This design comes from an exercise in tuning for small area, a short achievable clock period and few clock cycles on the open sky130 flow, not from production work.
In this exercise RTL edits were held to simulation tests only and were not proved equivalent to the original.
No activity file was given, so power comes from the tool's default toggle rates.

==> flow/design.v (excerpt) <==
module kc_core (
    input  wire        clk,
    input  wire        rst,
    input  wire        in_valid,
    output wire        in_ready,
    input  wire [1:0]  in_op,
    input  wire        in_wheel,
    input  wire [31:0] in_data,
    output wire [15:0] kp,
    output wire [15:0] ki,
    output wire [15:0] kd,
    output wire [23:0] setpoint_l,
    output wire [23:0] setpoint_r,
    output wire [31:0] speed_inst_l,
    output wire [31:0] speed_inst_r,
    output wire [31:0] speed_avg_l,
    output wire [31:0] speed_avg_r,
    output wire [31:0] integ_l,
    output wire [31:0] integ_r,
    output wire [31:0] prev_err_l,
    output wire [31:0] prev_err_r,
    output wire [15:0] duty_l,
    output wire [15:0] duty_r
);
Size in the first run: roughly 420 I/O pins.
Settings: LEC_CHECK=0, CAP_MARGIN=20, CORE_MARGIN=2, CORE_UTILIZATION=65, CTS_CLUSTER_DIAMETER=60, CTS_CLUSTER_SIZE=30, PLACE_DENSITY=0.85, SETUP_SLACK_MARGIN=5, SLEW_MARGIN=20; clock period 12.0 ns.
standard.sh (not shown) runs the stock make flow with config.mk's settings and CLKGATE_MAP_FILE= SYNTH_SCRIPT=/design/flow/synth_recipe.tcl, a recipe that flattens the netlist after the stock synthesis.
==> flow/flow/run.sh <==
#!/bin/bash
set -euo pipefail
bash standard.sh SETUP_SLACK_MARGIN=7.5 "BUFFER_PORTS_ARGS=-buffer_cell sky130_fd_sc_hd__buf_1" finish > make_finish.log 2>&1
The starting point produced a clean layout.
Testbench counts at the start, summed over its fixed seeds: cycles 31,593.
Change:
--- a/flow/design.v
+++ b/flow/design.v
@@ -77,12 +77,13 @@
     reg [6:0]  sk8_q;          
     reg [8:0]  sk7_q;
     reg [5:0]  a9s_q;          
     reg [1:0]  a9_q;           
     reg [3:0]  rho_q;          
     reg [3:0]  rho1_q, rho2_q; 
+    reg [3:0]  kpc_q;          
     reg [19:0] qa_q, qap_q;    
     reg [24:0] e_q;            
     reg [31:0] i_q;            
     reg        ex_q;           
     reg        pw_q;           
     reg [25:0] derr_q;
@@ -130,27 +131,30 @@
             else if (t >= 6'd30) dstep = {3'd3, t[3:0] - 4'd14};
             else if (t >= 6'd20) dstep = {3'd2, t[3:0] - 4'd4};
             else if (t >= 6'd10) dstep = {3'd1, t[3:0] - 4'd10};
             else                 dstep = {3'd0, t[3:0]};
         end
     endfunction
-    function [13:0] skip;
-        input [13:0] st;
-        input [1:0]  a9b;
-        reg   [6:0]  ds_;
-        begin
-            ds_  = dstep(st[3:0], {1'b0, a9b});
-            skip = {st[11:4], 2'b00, ds_[3:0]} + {7'd0, ds_[6:4], 4'd0};
-        end
-    endfunction
+    wire [5:0]  x08 = avg9_0[23:18];
+    wire [7:0]  x07 = avg9_0[23:16];
+    wire [5:0]  x18 = avg9_1[23:18];
+    wire [7:0]  x17 = avg9_1[23:16];
+    wire [5:0]  q08 = x08 / 6'd10;
+    wire [5:0]  r08 = x08 % 6'd10;
+    wire [7:0]  q07 = x07 / 8'd10;
+    wire [7:0]  r07 = x07 % 8'd10;
+    wire [5:0]  q18 = x18 / 6'd10;
+    wire [5:0]  r18 = x18 % 6'd10;
+    wire [7:0]  q17 = x17 / 8'd10;
+    wire [7:0]  r17 = x17 % 8'd10;
     wire [13:0] s09 = {10'd0, avg9_0[23:20]};
-    wire [13:0] s08 = skip(s09, avg9_0[19:18]);
-    wire [13:0] s07 = skip(s08, avg9_0[17:16]);
+    wire [13:0] s08 = {4'd0, q08, r08[3:0]};
+    wire [13:0] s07 = {2'd0, q07, r07[3:0]};
     wire [13:0] s19 = {10'd0, avg9_1[23:20]};
-    wire [13:0] s18 = skip(s19, avg9_1[19:18]);
-    wire [13:0] s17 = skip(s18, avg9_1[17:16]);
+    wire [13:0] s18 = {4'd0, q18, r18[3:0]};
+    wire [13:0] s17 = {2'd0, q17, r17[3:0]};
     wire [13:0] sw9 = in_wheel ? s19 : s09;
     wire [13:0] sw8 = in_wheel ? s18 : s08;
     wire [13:0] sw7 = in_wheel ? s17 : s07;
     wire [23:0] a9i  = in_wheel ? avg9_1 : avg9_0;
     wire [3:0]  rho_e = !first_q ? rho_q : (cnt == 4'd9) ? sk9_q :
                         (cnt == 4'd8) ? sk8_q[3:0] : sk7_q[3:0];
@@ -169,16 +173,17 @@
     wire [19:0] qa_n  = yv[2] ? {qap_e[17:0], 2'd0} : {qa_e[17:0], yv[1:0]};
     wire [19:0] qap_n = yv[2] ? {qap_e[17:0], 2'd1} :
                         (yv[1:0] == 2'd3) ? {qap_e[17:0], 2'd0} :
                         {qa_e[17:0], yv[1:0] + 2'd1};
     wire [19:0] inst_w  = w ? inst1 : inst0;
     wire [19:0] inst_nx = first_q ? {18'd0, div_q} : {inst_w[17:0], div_q};
-    wire [15:0] kp_sh = kp_q >> (5'd12 - {cnt, 2'b00});
-    wire [6:0] k1a = dstep(rho1_q, {1'b0, kp_sh[3:2]});
+    wire [15:0] kp_sh = kp_q >> (5'd8 - {cnt, 2'b00});    
+    wire [3:0]  kp_c  = kpc_q;
+    wire [6:0] k1a = dstep(rho1_q, {1'b0, kp_c[3:2]});
     wire [6:0] k2a = dstep(rho2_q, {1'b0, k1a[5:4]});
-    wire [6:0] k1b = dstep(k1a[3:0], {1'b0, kp_sh[1:0]});
+    wire [6:0] k1b = dstep(k1a[3:0], {1'b0, kp_c[1:0]});
     wire [6:0] k2b = dstep(k2a[3:0], {1'b0, k1b[5:4]});
     wire [12:0] ki_nx = {ki_q[8:0], k1a[5:4], k1b[5:4]};
     wire [9:0]  kd_nx = {kd_q[5:0], k2a[5:4], k2b[5:4]};
     wire        ex      = ex_q;
     wire [23:0] sp_x    = ex ? sp1 : sp0;
     wire [19:0] avg_x   = ex ? avg1 : avg0;
@@ -869,12 +874,13 @@
                     sk9_q  <= sw9[3:0];
                     sk8_q  <= sw8[6:0];
                     sk7_q  <= sw7[8:0];
                     a9s_q  <= a9i[19:14];
                     rho1_q <= 4'd0;
                     rho2_q <= 4'd0;
+                    kpc_q  <= kp_q[15:12];
                     cnt    <= 4'd0;
                     if (in_valid && in_op == OP_EST) cnt <= p_n;
                     if (in_valid) begin
                         case (in_op)
                             OP_EST: begin
                                 w     <= in_wheel;
@@ -915,17 +921,18 @@
                     end
                 end
                 S_KI: begin
                     cnt    <= cnt_n;
                     rho1_q <= k1b[3:0];
                     rho2_q <= k2b[3:0];
+                    kpc_q  <= kp_sh[3:0];
                     ki_q   <= ki_nx;
                     kd_q   <= kd_nx;
                     if (cnt == 4'd3) begin
                         dt_q  <= {16'd0, ki_nx};
-                        d3_q  <= (ki_nx == 13'd0) ? 31'd0 : 31'h7fffffff;
+                        d3_q  <= (kp_q < 16'd10) ? 31'd0 : 31'h7fffffff;
                         rem_q <= nl_r0[28:0];
                         nb_q  <= nl_b0[1:0];
                         cnt   <= lp_n;
                         first_q <= 1'b1;
                         state <= S_LIM;
                     end
Effect: Combinational power went up by 12%; via count barely changes; power rises by 7.0%; first-iteration DRC count falls by 4.8%; die area falls by 0.50%; worst hold slack is about the same; register-to-register slack gains 240 ps; non-clock buffer count is lower by 26; final area falls by 1.8%; flip-flop and latch count went up by 4; routed wire length goes up by 2.1%; clock power goes up by about 2%; synthesized area goes down by 0.51%.
Testbench counts after the change, summed over its fixed seeds: cycles 31,593.

[static timing again, ports no longer ideal]
Ports are ideal in the flow. The routed layouts listed here were re-timed in OpenROAD.
Step 1 (the two cells are an assumption about what drives the block):
set clk [get_ports {clk}]
set_driving_cell -lib_cell sky130_fd_sc_hd__clkbuf_16 $clk
set_driving_cell -lib_cell sky130_fd_sc_hd__buf_2 [delete_from_list [all_inputs] $clk]
Step 2, shift: input delay + t, output delay - t, t = (earliest + latest rising clock arrival at the registers) / 2. This alone moves slack from input paths to output paths.
Three values: ideal, step 1, step 2; two values: the first two.
| run | shift t [ns] | setup WS [ns] | hold slack, ns | worst setup path after step 2 | worst data-port slew with drivers (ns) |
|---|---|---|---|---|---|
| the first run | 0.744 | 6.995 / 6.995 / 6.790 | 0.458 / 0.458 / 0.458 | input to register | 0.15 |
| the second run | 0.760 | 7.239 / 7.167 / 6.407 | 0.458 / 0.458 / 0.458 | input to register | 0.15 |
After both steps setup and hold are still met in every run listed. For the second run, which loses most, drivers alone change the setup slack by -0.072 ns; drivers and shift together by -0.832 ns.
